This is an optimization exercise on Yosys and OpenROAD, whose aim is a short achievable clock period and few clock cycles, not a production implementation.
Function not checked in this run: the RTL went through the layout flow alone.
No activity file was given, so power comes from the tool's default toggle rates.

$ cat run.sh
#!/bin/bash
# synth_recipe.tcl (not shown) runs the flow's synth.tcl, then flattens the netlist and writes it again
# the make line also repeats each setting of config.mk as NAME=value (left out here)
make -C /OpenROAD-flow-scripts/flow DESIGN_CONFIG=/design/flow/config.mk WORK_HOME=/design/flow/orfs CLKGATE_MAP_FILE= SYNTH_SCRIPT=/design/flow/synth_recipe.tcl finish
$ cat config.mk
export PLATFORM = sky130hd
export DESIGN_NAME = bvm_core
export DESIGN_NICKNAME = bvm_core
export VERILOG_FILES = /design/flow/design.v
export SDC_FILE = /design/flow/constraint.sdc
export NUM_CORES = 4
export LEC_CHECK = 0
export ABC_CLOCK_PERIOD_IN_PS = 5000
export CAP_MARGIN = 20
export CORE_MARGIN = 2
export CORE_UTILIZATION = 40
export SETUP_SLACK_MARGIN = 5
export SLEW_MARGIN = 20
$ cat constraint.sdc
create_clock -name core_clock -period 14.0 [get_ports {clk}]
set_input_delay 2.8000 -clock core_clock [delete_from_list [all_inputs] [get_ports {clk}]]
set_output_delay 2.8000 -clock core_clock [all_outputs]
set_load 0.01 [all_outputs]
$ cat design.v
module bvm_core (
    input  wire        clk,
    input  wire        rst,           
    input  wire [12:0] prog_limit,    
    input  wire [15:0] max_steps,     
    output reg         mem_req,
    output reg         mem_we,
    output reg  [11:0] mem_addr,
    output reg  [7:0]  mem_wdata,
    input  wire        mem_ready,
    input  wire [7:0]  mem_rdata,
    input  wire [3:0]  dbg_addr,
    output wire [7:0]  dbg_data,
    output reg  [2:0]  status,        
    output reg  [15:0] pc,
    output reg  [15:0] last_pc,
    output reg  [31:0] last_word,
    output reg  [15:0] steps,
    output reg  [16:0] fault_addr,
    output reg         dz_valid,
    output reg  [15:0] dz_pc
);
    localparam ST_RUN = 3'd0, ST_HALT = 3'd1, ST_UNK = 3'd2, ST_OOB = 3'd3, ST_CEIL = 3'd4;
    localparam K_FETCH = 1'b0, K_LOAD = 1'b1;
    localparam DIV_STEPS = 2;
    localparam DIV_CYC   = (8 + DIV_STEPS - 1) / DIV_STEPS;
    reg [7:0] regs [0:15];
    assign dbg_data = regs[dbg_addr];
    reg [12:0] lim;           
    reg [15:0] ms_m1;         
    reg        end_pend;      
    reg [2:0]  end_code;
    reg        p_kind;        
    reg [1:0]  sb_rem;        
    reg [23:0] sb_data;       
    reg        sb_prog;       
    reg [12:0] pf_ptr;        
    wire p_done = mem_req & mem_ready;
    wire p_busy = mem_req & ~mem_ready;
    wire port_free = ~p_busy & ~(mem_we & (sb_rem != 2'd0));
    reg [7:0]  cb0 [0:63];
    reg [7:0]  cb1 [0:63];
    reg [7:0]  cb2 [0:63];
    reg [7:0]  cb3 [0:63];
    reg [63:0] cv0, cv1, cv2, cv3;
    reg [3:0]  ctag [0:63];
    reg [15:0] pc_f;
    wire [1:0]  fo  = pc_f[1:0];
    wire [5:0]  fr0 = pc_f[7:2];
    wire [5:0]  fr1 = pc_f[7:2] + 6'd1;
    wire [5:0]  row0 = (fo != 2'd0) ? fr1 : fr0;
    wire [5:0]  row1 = (fo >  2'd1) ? fr1 : fr0;
    wire [5:0]  row2 = (fo == 2'd3) ? fr1 : fr0;
    wire [5:0]  row3 = fr0;
    wire [7:0]  bd0 = cb0[row0], bd1 = cb1[row1], bd2 = cb2[row2], bd3 = cb3[row3];
    wire        bv0 = cv0[row0], bv1 = cv1[row1], bv2 = cv2[row2], bv3 = cv3[row3];
    wire [3:0]  tg0 = ctag[fr0], tg1 = ctag[fr1];
    wire [11:0] fa0 = pc_f[11:0];
    wire [11:0] fa1 = pc_f[11:0] + 12'd1;
    wire [11:0] fa2 = pc_f[11:0] + 12'd2;
    wire [11:0] fa3 = pc_f[11:0] + 12'd3;
    reg  [7:0]  b0, b1, b2, b3;
    reg         v0, v1, v2, v3;
    always @* begin
        case (fo)
            2'd0: begin b0 = bd0; b1 = bd1; b2 = bd2; b3 = bd3; v0 = bv0; v1 = bv1; v2 = bv2; v3 = bv3; end
            2'd1: begin b0 = bd1; b1 = bd2; b2 = bd3; b3 = bd0; v0 = bv1; v1 = bv2; v2 = bv3; v3 = bv0; end
            2'd2: begin b0 = bd2; b1 = bd3; b2 = bd0; b3 = bd1; v0 = bv2; v1 = bv3; v2 = bv0; v3 = bv1; end
            default: begin b0 = bd3; b1 = bd0; b2 = bd1; b3 = bd2; v0 = bv3; v1 = bv0; v2 = bv1; v3 = bv2; end
        endcase
    end
    wire h0 = v0 & (tg0 == fa0[11:8]);
    wire h1 = v1 & (((fo == 2'd3) ? tg1 : tg0) == fa1[11:8]);
    wire h2 = v2 & (((fo >= 2'd2) ? tg1 : tg0) == fa2[11:8]);
    wire h3 = v3 & (((fo != 2'd0) ? tg1 : tg0) == fa3[11:8]);
    wire [16:0] pcx = {1'b0, pc_f};
    wire [16:0] limx = {4'd0, lim};
    wire in0 = pcx < limx;
    wire in1 = (pcx + 17'd1) < limx;
    wire in2 = (pcx + 17'd2) < limx;
    wire in3 = (pcx + 17'd3) < limx;
    wire [3:0] f4     = b1[3:0];
    wire is08  = (b0 == 8'h08);
    wire is18  = (b0 == 8'h18);
    wire is20  = (b0 == 8'h20);
    wire isI   = (b0[7:3] == 5'b00010) && (b0[2:0] != 3'd7);
    wire isLd  = (b0 == 8'h28) || (b0 == 8'h29) || (b0 == 8'h2A);
    wire isSt  = (b0 == 8'h30) || (b0 == 8'h31) || (b0 == 8'h32);
    wire isBr  = (b0[7:3] == 5'b00111) && (b0[2:0] <= 3'd5);
    wire isJal = (b0 == 8'h40);
    wire isJr  = (b0 == 8'h48);
    wire isH   = (b0 == 8'hFF);
    wire needs_b1 = is08 | is18 | is20;
    wire cl_valid = (is08 & (f4 <= 4'd8)) | ((is18 | is20) & (f4 <= 4'd1)) | isI | isLd | isSt |
                    isBr | isJal | isJr | isH;
    wire in_end   = is08 ? in2 : in3;      
    wire all_hit  = h0 & h1 & h2 & (is08 | h3);
    wire [31:0] part_word = {16'd0, needs_b1 ? b1 : 8'd0, b0};
    reg        f_rdy, f_fault;
    reg [2:0]  f_fcode;
    reg [16:0] f_faddr;
    reg [31:0] f_word;
    always @* begin
        f_rdy   = 1'b0;
        f_fault = 1'b0;
        f_fcode = ST_OOB;
        f_faddr = limx;
        f_word  = part_word;
        if (!in0) begin
            f_rdy = 1'b1; f_fault = 1'b1; f_faddr = pcx; f_word = 32'd0;
        end else if (h0) begin
            if (needs_b1 && !in1) begin
                f_rdy = 1'b1; f_fault = 1'b1; f_faddr = pcx + 17'd1; f_word = {24'd0, b0};
            end else if (!needs_b1 || h1) begin
                if (!cl_valid) begin
                    f_rdy = 1'b1; f_fault = 1'b1; f_fcode = ST_UNK;
                end else if (!in_end) begin
                    f_rdy = 1'b1; f_fault = 1'b1;
                end else if (all_hit) begin
                    f_rdy = 1'b1;
                    f_word = {is08 ? 8'd0 : b3, b2, b1, b0};
                end
            end
        end
    end
    wire [3:0]  d_ra  = is08 ? b2[3:0] : is18 ? b3[3:0] : (isSt | isBr) ? b1[3:0] : b1[7:4];
    wire [3:0]  d_rb  = is08 ? b2[7:4] : b1[7:4];
    wire [3:0]  d_rd  = (is08 | is18 | is20) ? b1[7:4] : b1[3:0];
    wire [3:0]  d_op  = is08 ? f4 : isI ? {1'b0, b0[2:0]} : (f4[0] ? 4'd8 : 4'd7);
    wire [7:0]  d_imm8  = is18 ? {3'd0, b2[4:0]} : b2;
    wire [15:0] d_imm16 = isJal ? {b3[3:0], b2, b1[7:4]} : {b3, b2};
    wire [1:0]  d_stn   = (b0[1:0] == 2'd0) ? 2'd0 : (b0[1:0] == 2'd1) ? 2'd1 : 2'd3;
    wire [15:0] f_npc   = pc_f + (is08 ? 16'd3 : 16'd4);
    reg        e_valid, e_after_st;
    reg [15:0] e_pc, e_npc;
    reg [31:0] e_word;
    reg        e_fault;
    reg [2:0]  e_fcode;
    reg [16:0] e_faddr;
    reg        e_alu, e_div, e_lui, e_auipc, e_ld, e_st, e_br, e_jal, e_jr, e_halt;
    reg [3:0]  e_op, e_ra, e_rb, e_rb2, e_rd, e_rd2;
    reg        e_useimm, e_ldw, e_jself;
    reg [7:0]  e_imm8;
    reg [15:0] e_imm16;
    reg [1:0]  e_stn;
    reg [2:0]  e_f3;
    wire [7:0] ra_v  = regs[e_ra];
    wire [7:0] rb_v  = regs[e_rb];
    wire [7:0] rb2_v = regs[e_rb2];
    wire [7:0] opb   = e_useimm ? e_imm8 : rb_v;
    wire [15:0] prod = ra_v * opb;
    reg  [7:0]  alu_y;
    always @* begin
        case (e_op)
            4'd0: alu_y = ra_v + opb;
            4'd1: alu_y = ra_v - opb;
            4'd2: alu_y = prod[7:0];
            4'd4: alu_y = ra_v & opb;
            4'd5: alu_y = ra_v | opb;
            4'd6: alu_y = ra_v ^ opb;
            4'd7: alu_y = (opb[7:3] != 5'd0) ? 8'd0 : (ra_v << opb[2:0]);
            default: alu_y = (opb[7:3] != 5'd0) ? 8'd0 : (ra_v >> opb[2:0]);
        endcase
    end
    wire signed [7:0] sa = ra_v;
    wire signed [7:0] sb = rb_v;
    reg br_cond;
    always @* begin
        case (e_f3)
            3'd0: br_cond = (sa == sb);
            3'd1: br_cond = (sa != sb);
            3'd2: br_cond = (sa <  sb);
            3'd3: br_cond = (sa >  sb);
            3'd4: br_cond = (sa <= sb);
            default: br_cond = (sa >= sb);
        endcase
    end
    wire [7:0]  link     = e_npc[15:8];
    wire [15:0] rel_tgt  = e_npc + e_imm16;
    wire [7:0]  jr_base  = e_jself ? link : ra_v;
    wire [15:0] jr_sum   = {8'd0, jr_base} + e_imm16;
    wire [15:0] jr_tgt   = {jr_sum[15:1], 1'b0};
    wire [11:0] ea       = ra_v + e_imm16[11:0];
    reg        dv_busy;
    reg [1:0]  dv_cnt;
    reg [15:0] dv_rq;         
    reg [7:0]  dv_b;
    function [15:0] div_steps(input [15:0] rq_in, input [7:0] b);
        integer s;
        reg [15:0] rq;
        reg [8:0]  t;
        begin
            rq = rq_in;
            for (s = 0; s < DIV_STEPS; s = s + 1) begin
                t = {rq[15:7]} - {1'b0, b};
                if (!t[8]) rq = {t[7:0], rq[6:0], 1'b1};
                else       rq = {rq[14:0], 1'b0};
            end
            div_steps = rq;
        end
    endfunction
    wire [15:0] dv_first = div_steps({8'd0, ra_v}, opb);
    wire [15:0] dv_next  = div_steps(dv_rq, dv_b);
    wire        dv_zero  = (opb == 8'd0);
    wire        dv_fin   = (DIV_CYC == 1) ? 1'b1 : (dv_busy && dv_cnt == DIV_CYC - 1);
    wire [7:0]  dv_q     = (DIV_CYC == 1) ? dv_first[7:0] : dv_next[7:0];
    reg [1:0]  ld_ph;
    reg [11:0] ld_ea;
    wire replay  = e_valid & e_after_st & sb_prog & mem_we;
    wire ex_ok   = e_valid & ~end_pend & ~replay;
    wire ex_run  = ex_ok & ~e_fault;
    wire simple  = (e_alu & ~e_div) | e_lui | e_auipc | e_br | e_jal | e_jr | e_halt;
    wire div_ok  = e_div & (dv_zero | dv_fin);
    wire ld_ok   = e_ld & p_done & ((ld_ph == 2'd2) | ((ld_ph == 2'd1) & ~e_ldw));
    wire st_ok   = e_st & port_free;
    wire commit  = ex_run & (simple | div_ok | ld_ok | st_ok);
    wire taken   = e_jal | e_jr | (e_br & br_cond);
    wire redirect = (commit & taken) | replay;
    wire [15:0] redir_pc = replay ? e_pc : e_jr ? jr_tgt : rel_tgt;
    wire ex_free = ~e_valid | commit | replay | end_pend | (e_valid & e_fault);
    wire ld_issue0 = ex_run & e_ld & (ld_ph == 2'd0) & port_free;
    wire ld_issue1 = ex_run & e_ld & (ld_ph == 2'd1) & p_done & e_ldw;
    reg        rw_en;
    reg [3:0]  rw_idx;
    reg [7:0]  rw_val;
    always @* begin
        rw_en  = 1'b0;
        rw_idx = e_rd;
        rw_val = link;
        if (ex_run) begin
            if (e_ld) begin
                rw_en  = p_done & (ld_ph != 2'd0);
                rw_idx = (ld_ph == 2'd2) ? e_rd2 : e_rd;
                rw_val = mem_rdata;
            end else if (e_alu) begin
                rw_en  = e_div ? (div_ok & ~dv_zero) : 1'b1;
                rw_val = e_div ? dv_q : alu_y;
            end else if (e_lui) begin
                rw_en  = 1'b1;
                rw_val = e_imm16[15:8];
            end else if (e_auipc) begin
                rw_en  = 1'b1;
                rw_val = link + e_imm16[7:0];
            end else if (e_jal | e_jr) begin
                rw_en  = 1'b1;
            end
        end
    end
    wire f_infl = mem_req & ~mem_we & (p_kind == K_FETCH);
    wire dm0 = in0 & ~h0 & ~(f_infl & (mem_addr == fa0));
    wire dm1 = in1 & ~h1 & ~(f_infl & (mem_addr == fa1));
    wire dm2 = in2 & ~h2 & ~(f_infl & (mem_addr == fa2));
    wire dm3 = in3 & ~h3 & ~(f_infl & (mem_addr == fa3));
    wire        fetch_need = dm0 | dm1 | dm2 | dm3 | ({1'b0, pf_ptr} < {1'b0, lim});
    wire [11:0] fetch_addr = dm0 ? fa0 : dm1 ? fa1 : dm2 ? fa2 : dm3 ? fa3 : pf_ptr[11:0];
    wire if_block = mem_we & sb_prog;
    wire f_issue  = f_rdy & ~if_block & ~end_pend & ex_free & ~redirect;
    integer k;
    always @(posedge clk) begin
        if (rst) begin
            status     <= ST_RUN;
            pc         <= 16'd0;
            last_pc    <= 16'd0;
            last_word  <= 32'd0;
            steps      <= 16'd0;
            fault_addr <= 17'd0;
            dz_valid   <= 1'b0;
            dz_pc      <= 16'd0;
            for (k = 0; k < 16; k = k + 1)
                regs[k] <= 8'd0;
            lim        <= prog_limit;
            ms_m1      <= max_steps - 16'd1;
            end_pend   <= (max_steps == 16'd0);
            end_code   <= ST_CEIL;
            mem_req    <= 1'b1;
            mem_we     <= 1'b0;
            mem_addr   <= 12'd0;
            mem_wdata  <= 8'd0;
            p_kind     <= K_FETCH;
            sb_rem     <= 2'd0;
            sb_data    <= 24'd0;
            sb_prog    <= 1'b0;
            pf_ptr     <= 13'd1;
            cv0 <= 64'd0; cv1 <= 64'd0; cv2 <= 64'd0; cv3 <= 64'd0;
            pc_f       <= 16'd0;
            e_valid    <= 1'b0;
            e_after_st <= 1'b0;
            dv_busy    <= 1'b0;
            dv_cnt     <= 2'd0;
            ld_ph      <= 2'd0;
        end else begin
            dz_valid <= 1'b0;
            if (end_pend && !mem_we && status == ST_RUN)
                status <= end_code;
            if (p_done && (mem_we || p_kind == K_FETCH)) begin
                if (ctag[mem_addr[7:2]] == mem_addr[11:8]) begin
                    case (mem_addr[1:0])
                        2'd0: begin cb0[mem_addr[7:2]] <= mem_we ? mem_wdata : mem_rdata; cv0[mem_addr[7:2]] <= 1'b1; end
                        2'd1: begin cb1[mem_addr[7:2]] <= mem_we ? mem_wdata : mem_rdata; cv1[mem_addr[7:2]] <= 1'b1; end
                        2'd2: begin cb2[mem_addr[7:2]] <= mem_we ? mem_wdata : mem_rdata; cv2[mem_addr[7:2]] <= 1'b1; end
                        default: begin cb3[mem_addr[7:2]] <= mem_we ? mem_wdata : mem_rdata; cv3[mem_addr[7:2]] <= 1'b1; end
                    endcase
                end else if (!mem_we) begin
                    ctag[mem_addr[7:2]] <= mem_addr[11:8];
                    cv0[mem_addr[7:2]] <= (mem_addr[1:0] == 2'd0);
                    cv1[mem_addr[7:2]] <= (mem_addr[1:0] == 2'd1);
                    cv2[mem_addr[7:2]] <= (mem_addr[1:0] == 2'd2);
                    cv3[mem_addr[7:2]] <= (mem_addr[1:0] == 2'd3);
                    case (mem_addr[1:0])
                        2'd0: cb0[mem_addr[7:2]] <= mem_rdata;
                        2'd1: cb1[mem_addr[7:2]] <= mem_rdata;
                        2'd2: cb2[mem_addr[7:2]] <= mem_rdata;
                        default: cb3[mem_addr[7:2]] <= mem_rdata;
                    endcase
                end
            end
            if (p_busy) begin
            end else if (mem_we && sb_rem != 2'd0) begin
                mem_addr  <= mem_addr + 12'd1;
                mem_wdata <= sb_data[7:0];
                sb_data   <= {8'd0, sb_data[23:8]};
                sb_rem    <= sb_rem - 2'd1;
            end else if (commit && e_st) begin
                mem_req   <= 1'b1;
                mem_we    <= 1'b1;
                mem_addr  <= ea;
                mem_wdata <= rb_v;
                sb_data   <= {16'd0, (e_stn == 2'd3) ? rb2_v : 8'd0};
                sb_rem    <= e_stn;
                sb_prog   <= ({1'b0, ea} < lim) || (ea[11:2] == 10'h3FF);
            end else if (ld_issue0) begin
                mem_req   <= 1'b1;
                mem_we    <= 1'b0;
                mem_addr  <= ea;
                p_kind    <= K_LOAD;
            end else if (ld_issue1) begin
                mem_req   <= 1'b1;
                mem_we    <= 1'b0;
                mem_addr  <= ld_ea + 12'd1;
                p_kind    <= K_LOAD;
            end else if (fetch_need && !end_pend) begin
                mem_req   <= 1'b1;
                mem_we    <= 1'b0;
                mem_addr  <= fetch_addr;
                p_kind    <= K_FETCH;
                pf_ptr    <= {1'b0, fetch_addr} + 13'd1;
            end else begin
                mem_req   <= 1'b0;
                mem_we    <= 1'b0;
            end
            if (rw_en)
                regs[rw_idx] <= rw_val;
            if (ld_issue0) begin
                ld_ph <= 2'd1;
                ld_ea <= ea;
            end else if (ld_issue1) begin
                ld_ph <= 2'd2;
            end else if (commit) begin
                ld_ph <= 2'd0;
            end
            if (ex_run && e_div && !dv_zero && !dv_fin) begin
                dv_busy <= 1'b1;
                dv_cnt  <= dv_busy ? dv_cnt + 2'd1 : 2'd1;
                dv_rq   <= dv_busy ? dv_next : dv_first;
                dv_b    <= dv_busy ? dv_b : opb;
            end else begin
                dv_busy <= 1'b0;
                dv_cnt  <= 2'd0;
            end
            if (ex_run && e_div && dv_zero) begin
                dz_valid <= 1'b1;
                dz_pc    <= e_pc;
            end
            if (commit) begin
                steps     <= steps + 16'd1;
                last_pc   <= e_pc;
                last_word <= e_word;
                if (!e_halt)
                    pc <= taken ? redir_pc : e_npc;
                if (e_halt) begin
                    end_pend <= 1'b1;
                    end_code <= ST_HALT;
                end else if (steps == ms_m1) begin
                    end_pend <= 1'b1;
                    end_code <= ST_CEIL;
                end
            end else if (ex_ok && e_fault) begin
                last_pc    <= e_pc;
                last_word  <= e_word;
                fault_addr <= e_faddr;
                end_pend   <= 1'b1;
                end_code   <= e_fcode;
            end
            if (redirect)
                pc_f <= redir_pc;
            else if (f_issue)
                pc_f <= f_npc;
            e_after_st <= 1'b0;
            if (ex_free) begin
                e_valid <= f_issue;
                if (f_issue) begin
                    e_after_st <= commit & e_st;
                    e_pc     <= pc_f;
                    e_npc    <= f_npc;
                    e_word   <= f_word;
                    e_fault  <= f_fault;
                    e_fcode  <= f_fcode;
                    e_faddr  <= f_faddr;
                    e_alu    <= is08 | isI | is18;
                    e_div    <= (is08 & (f4 == 4'd3)) | (b0 == 8'h13);
                    e_lui    <= is20 & ~f4[0];
                    e_auipc  <= is20 & f4[0];
                    e_ld     <= isLd;
                    e_st     <= isSt;
                    e_br     <= isBr;
                    e_jal    <= isJal;
                    e_jr     <= isJr;
                    e_halt   <= isH;
                    e_op     <= d_op;
                    e_ra     <= d_ra;
                    e_rb     <= d_rb;
                    e_rb2    <= d_rb + 4'd1;
                    e_rd     <= d_rd;
                    e_rd2    <= d_rd + 4'd1;
                    e_useimm <= isI | is18;
                    e_ldw    <= (b0 == 8'h2A);
                    e_jself  <= (b1[7:4] == b1[3:0]);
                    e_imm8   <= d_imm8;
                    e_imm16  <= d_imm16;
                    e_stn    <= d_stn;
                    e_f3     <= b0[2:0];
                end
            end
        end
    end
endmodule
==> notes.md <==
## layer usage
| metal | share of wire (%) | vias to the layer above | wire length [um] |
|---|---|---|---|
| met5 | 0.083 | - | 517 |
| met4 | 6.3 | 52 | 39400 |
| met3 | 12 | 1609 | 76500 |
| met2 | 44 | 7621 | 273000 |
| met1 | 37 | 58300 | 233000 |
| li1 | - | 46800 | - |
## worst max-delay path: stages (launching register included)
cell and delay (ns):
dfxtp_1 0.41, buf_4 0.39, ha_4 0.26, buf_4 0.62, buf_4 0.58, nand3_1 0.47, a21oi_1 0.28, a21oi_1 0.24
o221a_2 0.38, o21ai_0 0.13, nand4_1 0.31, a21oi_1 0.99, o32ai_4 0.32, nor2b_1 0.23, nand3_2 0.34, inv_2 0.18
or4_4 0.61, o211ai_4 0.46, nand2_4 0.15, nor3_4 0.30, buf_8 0.50, mux2_2 0.41
## through the flow
stage	util [%]	area (um2)	power, uW	hold WS [ns]
final	45.1	179000	20500	0.442
after CTS	45.0	178000	20500	0.445
after detailed placement	42.1	167000	11400	0.417
after global placement	42.0	167000	11400	0.418
after floorplan	-	159000	10900	0.406
after global routing	45.1	179000	20900	0.468
## final cells by class
class                      count  area share, %
antenna                       24         0.0336
clock buffer                 425           5.21
clock inverter               206           1.10
inverter                     181          0.398
multi-input combinational   7802           36.9
sequential                  3117           49.8
tap                         5242           3.67
timing repair buffer         584           2.91
## final timing paths
kind / startpoint / endpoint / slack (ns) / cells past startpoint
max: pc_f[1] / flip-flop / 5.14 / 21
min: pc_f[11] / e_pc[11] / 0.44 / 0
max reg2reg: pc_f[1] / flip-flop / 5.14 / 21
min reg2reg: pc_f[11] / e_pc[11] / 0.44 / 0
## cells in the final DEF (no fill, tap or decap), types with 156 or more instances in the layout
| master | netlist | routed |
|---|---|---|
| a211oi_1 | 195 | 194 |
| a21oi_1 | 634 | 628 |
| buf_4 | 97 | 352 |
| clkbuf_16 | 0 | 360 |
| clkdlybuf4s50_1 | 0 | 188 |
| dfxtp_1 | 470 | 448 |
| edfxtp_1 | 2647 | 2647 |
| ha_1 | 213 | 209 |
| inv_1 | 170 | 168 |
| mux2i_1 | 894 | 894 |
| mux4_2 | 906 | 906 |
| nand2_1 | 876 | 869 |
| nand3_1 | 223 | 220 |
| nor2_1 | 1154 | 1110 |
| o21ai_0 | 618 | 610 |
| xnor2_1 | 163 | 156 |
## timing repair
action	CTS	global route
pin swaps	4	3
buffers inserted	4	15
gates cloned	1	3
setup endpoints to repair	229	204
endpoints found under the hold margin	0	0
gates resized for setup	25	44
## flip-flops by register name, indices dropped and copies added, names as in the netlist, 17 cells and up, named ones only
register and flops:
cb0 512, cb1 512, cb2 512, cb3 512
ctag 256, cv0 64, cv1 64, cv2 64
cv3 64, e_faddr 17, e_word 32, fault_addr 17
last_word 32, regs 128
## kinds of logic (layout without fill, tap and decap cells)
family,after synthesis,count (layout)
AOI/OAI and AO/OA,2356,2359
xor gates and xnor gates,282,282
adders and majority gates,234,234
buffers and inverters,1038,1396
DFF,3117,3117
muxes,1948,1948
other,1,28
and+or+nand+nor,2975,2975
## power groups by stage
| stage | clock network, uW | registers [uW] | logic (uW) |
|---|---|---|---|
| after floorplan | 0 | 10300 | 589 |
| after global placement | 0 | 10300 | 1030 |
| after detailed placement | 0 | 10300 | 1040 |
| after CTS | 9290 | 10100 | 1050 |
| after global routing | 9640 | 10100 | 1120 |
| final | 9230 | 10100 | 1090 |
==> notes.md <==
Setup path:
- The critical path is of the flip-flop to flip-flop type.
- The worst setup path is captured at a flip-flop.
- For the worst setup path, the data required time is 14.85 ns.
- The maximum fanout count along the critical path is 77.
- STA classifies the critical path startpoint as a flip-flop.
- STA puts the critical path data arrival time at 9.71 ns.

Routing:
- The final layout contains routed wiring with a total length of 622000 um.
- For this block, the via count after detailed routing is 114000.
- In this run, the number of DRC markers left after iteration 0 of detailed routing was 16400.
- The pre-antenna-repair detailed-routing pass consisted of 8 iterations.
- The number of nets with antenna violations after detailed routing is 0.
- The average wire per standard cell is 35.4 um.
- The average vias per placed instance is between 6 and 7.
- For this run, design rule violations remaining after detail routing come to 0.

Global route:
- The largest net degree at the start of global routing is about 140.
- For this run, global-route usage on met3 was measured as 9.31%.
- The met2 track utilization from global routing is 44.5%.
- The via count of the first global-routing pass is 109000.
- Global routing finished with a remaining overflow of 0.
- The first global-routing pass estimated roughly 860000 um of wire.
- The global routing usage summed across all routing layers is 29.7%.
- The initial antenna violation count is 50.
- The met1 usage in global routing is 38.6%.
- The global routing stage identified its most utilized layer as met2.

Power:
- The total internal power is between 15000 and 20000 uW.
- Combinational logic burns 5.3% of the power.
- The power density of the placed cells is 115 nW/um2.
- The switching share of power is 23.4%.
- The maximum ir drop on the vdd rail is 0.0906 mV.
- The clock network accounts for 45.1% of the total power.
- The share of total power dissipated in sequential elements is approximately half.
- The static leakage power is ~0.055 uW.
- The switching component of the power is 4780 uW.

Clock network:
- The CTS clock-pin slew for the worst setup and hold paths is 0.06 ns.
- The deepest clock path buffer count is 4.
- In this run, post-CTS hold repair placed 0 buffers.
- The H-tree was split into 5 levels.
- The CTS sink count is 3117.
- The total clock buffers created by CTS is roughly 350.
- For the worst-skew pair, the clock arrives at the later sink with an insertion delay of roughly 0.98 ns.
- The clock tree root driver cell is clkbuf_16.
- The CTS tree is yes.

Yosys:
- The share of synthesized area spent on multiplexers is 19.5%.
- Of all cell types, the one taking the most synthesized area is edfxtp_1.
- Summed over its instances, the top area cell type makes up 49.9% of the synthesized netlist area.
- For this run, the leading register cell type out of synthesis is edfxtp_1.
- In the synthesized netlist, the number of instances is 12000.
- Counting flops with a built-in enable in the synthesized netlist gives 2647.
- After Yosys synthesis, XOR and XNOR cells account for under 10% of the synthesized area.
- The number of distinct library cell variants in the gate-level netlist after synthesis is ~130.
- The synthesized-area fraction occupied by adder cells is 1.94%.
- The most instantiated library cell after synthesis is edfxtp_1.
- In this run, synthesis produced a sequential element count of 3117.
- The cell area after technology mapping is about 160000 um2.
- Summing the areas of all compound-gate instances in the mapped netlist gives 9.43% of the synthesized area.
- After synthesis, the largest family of logic cells by area is multiplexers.
- Summing the areas of all and, or, nand and nor instances in the mapped netlist gives 8.41% of the synthesized area.
- For this run, the number of Yosys warnings is 1.
- Sorting the synthesized cells by how often they occur yields edfxtp_1 (2647), nor2_1 (1154), mux4_2 (906).
- After synthesis, the cell types taking the most area are edfxtp_1 (50%), mux4_2 (13%), dfxtp_1 (5.9%).
- The synthesized area divided by synthesized cell count is 13.3 um2.
- Of all flip-flops after synthesis, the portion carrying an async set or reset was 0%.
- The fraction of the yosys area taken by sequential cells is ~56%.

Status:
- The run finished with no timing, DRC or antenna violations.

Placement:
- Including well taps, the total number of placed cells is between 15000 and 20000.
- The final estimated routing congestion in global placement is 0.991.
- In this run the tool buffered the top-level ports with 190 buffer cells.
- The sum of net half-perimeters after detailed placement is 430000 um.
- OpenSTA, run right after detailed placement, puts the worst setup slack at 3.86 ns.

STA:
- Between clock sinks in the finished design, the worst skew comes to ~0.058 ns.
- The share of the cycle needed by the critical path after routing is 63.3%.
- The final period demand of the worst path is 8.86 ns.
- Setup violations remaining at the end of the flow were counted as 0.
- The worst slew margin relative to its limit is 14.9%.
- At the pin with the least slew margin, the transition time is 1.27 ns.
- Setup repair after global routing could not meet its margin everywhere.
- Timing would allow up to around 110 MHz.
- The number of slew-limit violations in the final report is 0.
- In the final timing run, aggregate negative setup slack is 0 ns.
- The final hold violation count was 0.
- Setup slack closes at 5.14 ns.

Layout:
- The final cell count without fillers is 17600.
- The area growth from synthesis to layout is 12.1%.
- The area of all sequential standard cells is 88900 um2.
- The combined area of the multi-input logic cells is 65900 um2.
- For this run, the post-layout net count is 12300.
- The count of filler cells inserted in the layout is 34900.
- The ratio of cells with drive above 1 in the final layout is 17.6%.

Floorplan:
- The floorplan core area is 396000 um2.
- In this run the horizontal extent of the chip is 635 um.
- For this configuration, the core starts out at a cell density of 40.2%.
- The die covers 404000 um2.
- The number of core rows is 231.
- The total I/O pin count is about 190.
- In this run the vertical extent of the chip is 635 um.

Min path:
- The type of the worst min-delay path is flip-flop to flip-flop.

Job:
- The count of maximum capacitance violations is 0.

==> what the ideal ports hide <==
In the flow no input, the clock included, has a driving cell. The finished layout below was timed again as built, in two steps.
Step 1: set_driving_cell puts a clkbuf_16 on clk and a buf_2 on each other input, an assumption about the parent block.
Step 2 adds t to the input delays and takes it off the output delays; t is the mean of the earliest and latest rising clock arrival at the registers after step 1. Input paths then give back, and output paths get back, about the clock's delay inside the block.
Slacks: ideal / step 1 / step 2; pairs: ideal / step 1.
t, ns: 1.060
setup slack, ns: 5.140 / 5.140 / 5.140
worst setup path at the end: register to register
clock arrival spread, ns: 0.057 / 0.057
worst register clock-pin slew, ns: 0.08 / 0.08
After both steps this run still meets setup and hold. For this run, drivers alone change the setup slack by 0.000 ns; drivers and shift together by 0.000 ns.
